Source: an optimization exercise on an open RTL-to-GDS flow (aim: small area, a short achievable clock period and few clock cycles per item). Production flows keep margins and buffers that such runs may drop. Only simulation tests tie the RTL to the original design; equivalence was not proved. Power and IR drop assume default switching activity.

==> flow/design.v <==
module fpc_pred (
    input  wire        clk,
    input  wire        clear,        
    input  wire [1:0]  clear_lsz,    
    input  wire        obs,          
    input  wire [63:0] a,
    output reg  [63:0] pred_f,       
    output reg  [63:0] td,           
    output wire [63:0] last          
);
    reg [63:0] tf [0:15];
    reg [63:0] tdt [0:15];
    reg [15:0] vf, vd;                
    reg [3:0]  ctx_f, ctx_d;
    reg [15:0] hd;                    
    reg [63:0] last_r;
    reg [1:0]  lsz;
    wire [3:0] mask = {lsz == 2'd3, lsz >= 2'd2, lsz != 2'd0, 1'b1};
    wire [15:0] of = 16'd1 << ctx_f;
    wire [15:0] od = 16'd1 << ctx_d;
    wire [15:0] hf = of & vf;
    integer i;
    always @(*) begin
        pred_f = 64'd0;
        td     = 64'd0;
        for (i = 0; i < 16; i = i + 1) begin
            pred_f = pred_f | (tf[i]  & {64{hf[i]}});
            td     = td     | (tdt[i] & {64{hd[i]}});
        end
    end
    assign last = last_r;
    wire [63:0] delta = a - last_r;
    wire [3:0]  cf_n  = a[51:48] & mask;
    wire [3:0]  cd_n  = {ctx_d[1:0] ^ delta[43:42], delta[41:40]} & mask;
    wire [15:0] od_n  = 16'd1 << cd_n;
    wire [15:0] vd_n  = vd | od;
    always @(posedge clk) begin
        for (i = 0; i < 16; i = i + 1) begin
            if (obs && of[i]) tf[i]  <= a;
            if (obs && od[i]) tdt[i] <= delta;
        end
        if (clear) begin
            vf     <= 16'd0;
            vd     <= 16'd0;
            hd     <= 16'd0;
            ctx_f  <= 4'd0;
            ctx_d  <= 4'd0;
            last_r <= 64'd0;
            lsz    <= clear_lsz;
        end else if (obs) begin
            vf     <= vf | of;
            vd     <= vd_n;
            hd     <= od_n & vd_n;
            ctx_f  <= cf_n;
            ctx_d  <= cd_n;
            last_r <= a;
        end
    end
endmodule
module fpc_half (
    input  wire [63:0] res_f,
    input  wire [63:0] res_d,
    output wire        sel,       
    output reg  [2:0]  code,
    output wire [63:0] resid
);
    function [3:0] lzb;
        input [63:0] r;
        begin
            if      (r[63:56] != 0) lzb = 4'd0;
            else if (r[55:48] != 0) lzb = 4'd1;
            else if (r[47:40] != 0) lzb = 4'd2;
            else if (r[39:32] != 0) lzb = 4'd3;
            else if (r[31:24] != 0) lzb = 4'd4;
            else if (r[23:16] != 0) lzb = 4'd5;
            else if (r[15:8]  != 0) lzb = 4'd6;
            else if (r[7:0]   != 0) lzb = 4'd7;
            else                    lzb = 4'd8;
        end
    endfunction
    wire [3:0] z_f = lzb(res_f);
    wire [3:0] z_d = lzb(res_d);
    assign sel   = (z_d > z_f);
    assign resid = sel ? res_d : res_f;
    wire [3:0] z = sel ? z_d : z_f;
    always @(*) begin
        case (z)
            4'd0:    code = 3'd0;
            4'd1:    code = 3'd1;
            4'd2:    code = 3'd2;
            4'd3:    code = 3'd3;
            4'd4:    code = 3'd3;
            4'd5:    code = 3'd4;
            4'd6:    code = 3'd5;
            4'd7:    code = 3'd6;
            default: code = 3'd7;
        endcase
    end
endmodule
module fpc_enc (
    input  wire        clk,
    input  wire        rst,
    input  wire        cfg_valid,
    output wire        cfg_ready,
    input  wire [1:0]  cfg_lsz,       
    input  wire        in_valid,
    output wire        in_ready,
    input  wire [63:0] in_data,
    input  wire        in_last,
    output wire        out_valid,
    input  wire        out_ready,
    output wire [63:0] out_data,
    output wire [3:0]  out_nbytes,
    output wire        out_last
);
    localparam [1:0] K_V1 = 2'd0,     
                     K_V2 = 2'd1,     
                     K_PAD = 2'd2;    
    function [3:0] nb_of;             
        input [2:0] c;
        case (c)
            3'd0: nb_of = 4'd8; 3'd1: nb_of = 4'd7; 3'd2: nb_of = 4'd6;
            3'd3: nb_of = 4'd5; 3'd4: nb_of = 4'd3; 3'd5: nb_of = 4'd2;
            3'd6: nb_of = 4'd1; default: nb_of = 4'd0;
        endcase
    endfunction
    reg adv;
    assign in_ready  = adv;
    assign cfg_ready = adv;
    reg        first;                 
    reg        vA, cA, lastA;
    reg [1:0]  kA, lszA;
    reg [63:0] aA;
    always @(posedge clk) begin
        if (rst) begin
            vA    <= 1'b0;
            cA    <= 1'b0;
            first <= 1'b1;
        end else if (adv) begin
            vA    <= in_valid;
            cA    <= cfg_valid;
            if (in_valid) first <= !first || in_last;
        end
        if (adv) begin
            aA    <= in_data;
            lastA <= in_last;
            kA    <= !first ? K_V2 : in_last ? K_PAD : K_V1;
            lszA  <= cfg_lsz;
        end
    end
    wire [63:0] pred_f, td, last;
    fpc_pred u_pred (
        .clk       (clk),
        .clear     (rst || (adv && cA)),
        .clear_lsz (rst ? 2'd3 : lszA),
        .obs       (adv && vA),
        .a         (aA),
        .pred_f    (pred_f),
        .td        (td),
        .last      (last)
    );
    reg        vB, lastB;
    reg [1:0]  kB;
    reg [63:0] rfB, pdB;
    always @(posedge clk) begin
        if (rst)      vB <= 1'b0;
        else if (adv) vB <= vA;
        if (adv) begin
            kB    <= kA;
            lastB <= lastA;
            rfB   <= pred_f ^ aA;
            pdB   <= last + td;
        end
    end
    wire        h_sel;
    wire [2:0]  h_code;
    wire [63:0] h_res;
    fpc_half u_half (
        .res_f  (rfB),
        .res_d  (pdB ^ last),      
        .sel    (h_sel),
        .code   (h_code),
        .resid  (h_res)
    );
    reg        v1, last1, s1;
    reg [1:0]  k1;
    reg [2:0]  c1;
    reg [63:0] r1;
    reg        v0, last0, s0;
    reg [1:0]  k0;
    reg [2:0]  c0;
    reg [63:0] r0;
    wire [3:0] n1 = nb_of(c1);
    wire [3:0] n0 = nb_of(c0);
    wire       q0_can = v0 && (k0 != K_V1 || v1);
    wire       emit   = adv && q0_can;
    reg  [3:0] clen;
    reg        cend;
    always @(*) begin
        case (k0)
            K_V1:    begin clen = n0 + 4'd1; cend = last1 && (n1 == 4'd0); end
            K_V2:    begin clen = n0;        cend = last0 && (n0 != 4'd0); end
            default: begin clen = n0 + 4'd2; cend = 1'b1; end
        endcase
    end
    wire [7:0]  hdr  = {s0, c0, (k0 == K_PAD) ? 4'b0111 : {s1, c1}};
    wire [79:0] cdat = (k0 == K_V2) ? {16'd0, r0} : {8'd0, r0, hdr};
    wire q0_load = adv && (emit || !v0);
    always @(posedge clk) begin
        if (rst) begin
            v1 <= 1'b0;
            v0 <= 1'b0;
        end else begin
            if (adv)     v1 <= vB;
            if (q0_load) v0 <= v1;
        end
        if (adv) begin
            k1    <= kB;
            last1 <= lastB;
            s1    <= h_sel;
            c1    <= h_code;
            r1    <= h_res;
        end
        if (q0_load) begin
            k0    <= k1;
            last0 <= last1;
            s0    <= s1;
            c0    <= c1;
            r0    <= r1;
        end
    end
    reg [63:0] row [0:2];
    reg [2:0]  rlast;
    reg [3:0]  rnb [0:2];
    reg [1:0]  w;                     
    reg [2:0]  p;                     
    assign out_valid  = (w != 2'd0);
    assign out_data   = row[0];
    assign out_nbytes = rnb[0];
    assign out_last   = rlast[0];
    wire       pop = out_valid && out_ready;
    wire [1:0] w1  = w - {1'b0, pop};
    wire [143:0] win = {64'd0, cdat} << {p, 3'b000};
    wire [4:0]   pos = {w1, p} + {1'b0, clen};
    wire [4:0]   fin = pos - 5'd1;            
    reg [1:0]  w_n;
    reg [2:0]  p_n;
    always @(*) begin
        if (emit && cend) begin
            w_n = fin[4:3] + 2'd1;
            p_n = 3'd0;
        end else if (emit) begin
            w_n = pos[4:3];
            p_n = pos[2:0];
        end else begin
            w_n = w1;
            p_n = p;
        end
    end
    integer k, j;
    reg [63:0] rs;
    reg        ls;
    reg [3:0]  ns;
    always @(posedge clk) begin
        for (k = 0; k < 3; k = k + 1) begin
            rs = (pop && k < 2) ? row[k+1]   : row[k];
            ls = (pop && k < 2) ? rlast[k+1] : rlast[k];
            ns = (pop && k < 2) ? rnb[k+1]   : rnb[k];
            if (emit && k == w1) begin
                for (j = 0; j < 8; j = j + 1)
                    if (j >= p) rs[8*j +: 8] = win[8*j +: 8];
            end else if (emit && k == w1 + 1) begin
                rs = win[64 +: 64];
            end else if (emit && k == w1 + 2) begin
                rs = win[128 +: 16];
            end
            if (emit && k >= w1) begin
                ls = cend && (k == fin[4:3]);
                ns = (cend && k == fin[4:3]) ? {1'b0, fin[2:0]} + 4'd1 : 4'd8;
            end
            row[k]   <= rs;
            rlast[k] <= ls;
            rnb[k]   <= ns;
        end
        if (rst) begin
            w <= 2'd0;
            p <= 3'd0;
        end else begin
            w <= w_n;
            p <= p_n;
        end
    end
    wire       q0n_v = q0_load ? v1    : v0;
    wire [1:0] q0n_k = q0_load ? k1    : k0;
    wire [3:0] q0n_n = q0_load ? n1    : n0;
    wire       q1n_v = adv     ? vB    : v1;
    reg  [3:0] len_n;
    always @(*) begin
        if (!q0n_v)                len_n = 4'd0;
        else if (q0n_k == K_V1)    len_n = q1n_v ? q0n_n + 4'd1 : 4'd0;
        else if (q0n_k == K_V2)    len_n = q0n_n;
        else                       len_n = q0n_n + 4'd2;
    end
    wire [5:0] room = {1'b0, w_n, p_n} + {2'd0, len_n};
    always @(posedge clk) begin
        if (rst) adv <= 1'b1;
        else     adv <= (room <= 6'd24);
    end
endmodule
clock: 12.0 ns
lec_check: 0
cap_margin: 20
core_margin: 2
core_utilization: 70
cts_buf_list: sky130_fd_sc_hd__clkbuf_16
cts_cluster_diameter: 60
cts_cluster_size: 24
setup_slack_margin: 5
slew_margin: 20
standard.sh (not shown) runs the stock make flow with config.mk's settings and CLKGATE_MAP_FILE= SYNTH_SCRIPT=/design/flow/synth_recipe.tcl, a recipe that flattens the netlist after the stock synthesis.
==> flow/flow/run.sh <==
#!/bin/bash
set -euo pipefail
MARGIN=8
sed -E "s/SETUP_SLACK_MARGIN=[-0-9.]+/SETUP_SLACK_MARGIN=${MARGIN}/" standard.sh > standard_margin.sh
grep -q "SETUP_SLACK_MARGIN=${MARGIN} " standard_margin.sh
bash standard_margin.sh > make_flow.log 2>&1
The baseline produced a clean layout.
Testbench counts at the start, summed over its fixed seeds: cycles 18,314, values 18,000.
Edit:
Settings changed: CORE_UTILIZATION 70 to 55.
Outcome: Routed wire length hardly moves; clock power went up by 6.2%; register-to-register slack is better by 0.04 ns; combinational power went up by about 2%.

## re-timing with driven ports
The flow's constraints put no driver on any port. The routed layouts listed below were extracted and timed again, unchanged, in two steps. Step 1 sets driving cells, clkbuf_16 on the clock port and buf_2 on the other inputs (assumed; they add their load-dependent delay and slew). Step 2, shift: input delay + t, output delay - t, t = (earliest + latest rising clock arrival at the registers) / 2. This alone moves slack from input paths to output paths. a / b / c = ideal ports / drivers / drivers and shift; a / b = the first two.
run | t (ns) | setup slack, ns | worst setup path after step 2 | worst register clock-pin slew, ns | pins driven straight from the clock port
the first run | 0.934 | 7.356 / 7.356 / 7.044 | input to register | 0.11 / 0.11 | 1
the second run | 0.963 | 7.399 / 7.399 / 7.132 | input to register | 0.10 / 0.10 | 1
After both steps every run listed still meets setup and hold. The setup slack of the first run, which loses most, moves by 0.000 ns with the drivers and by -0.312 ns with both steps.
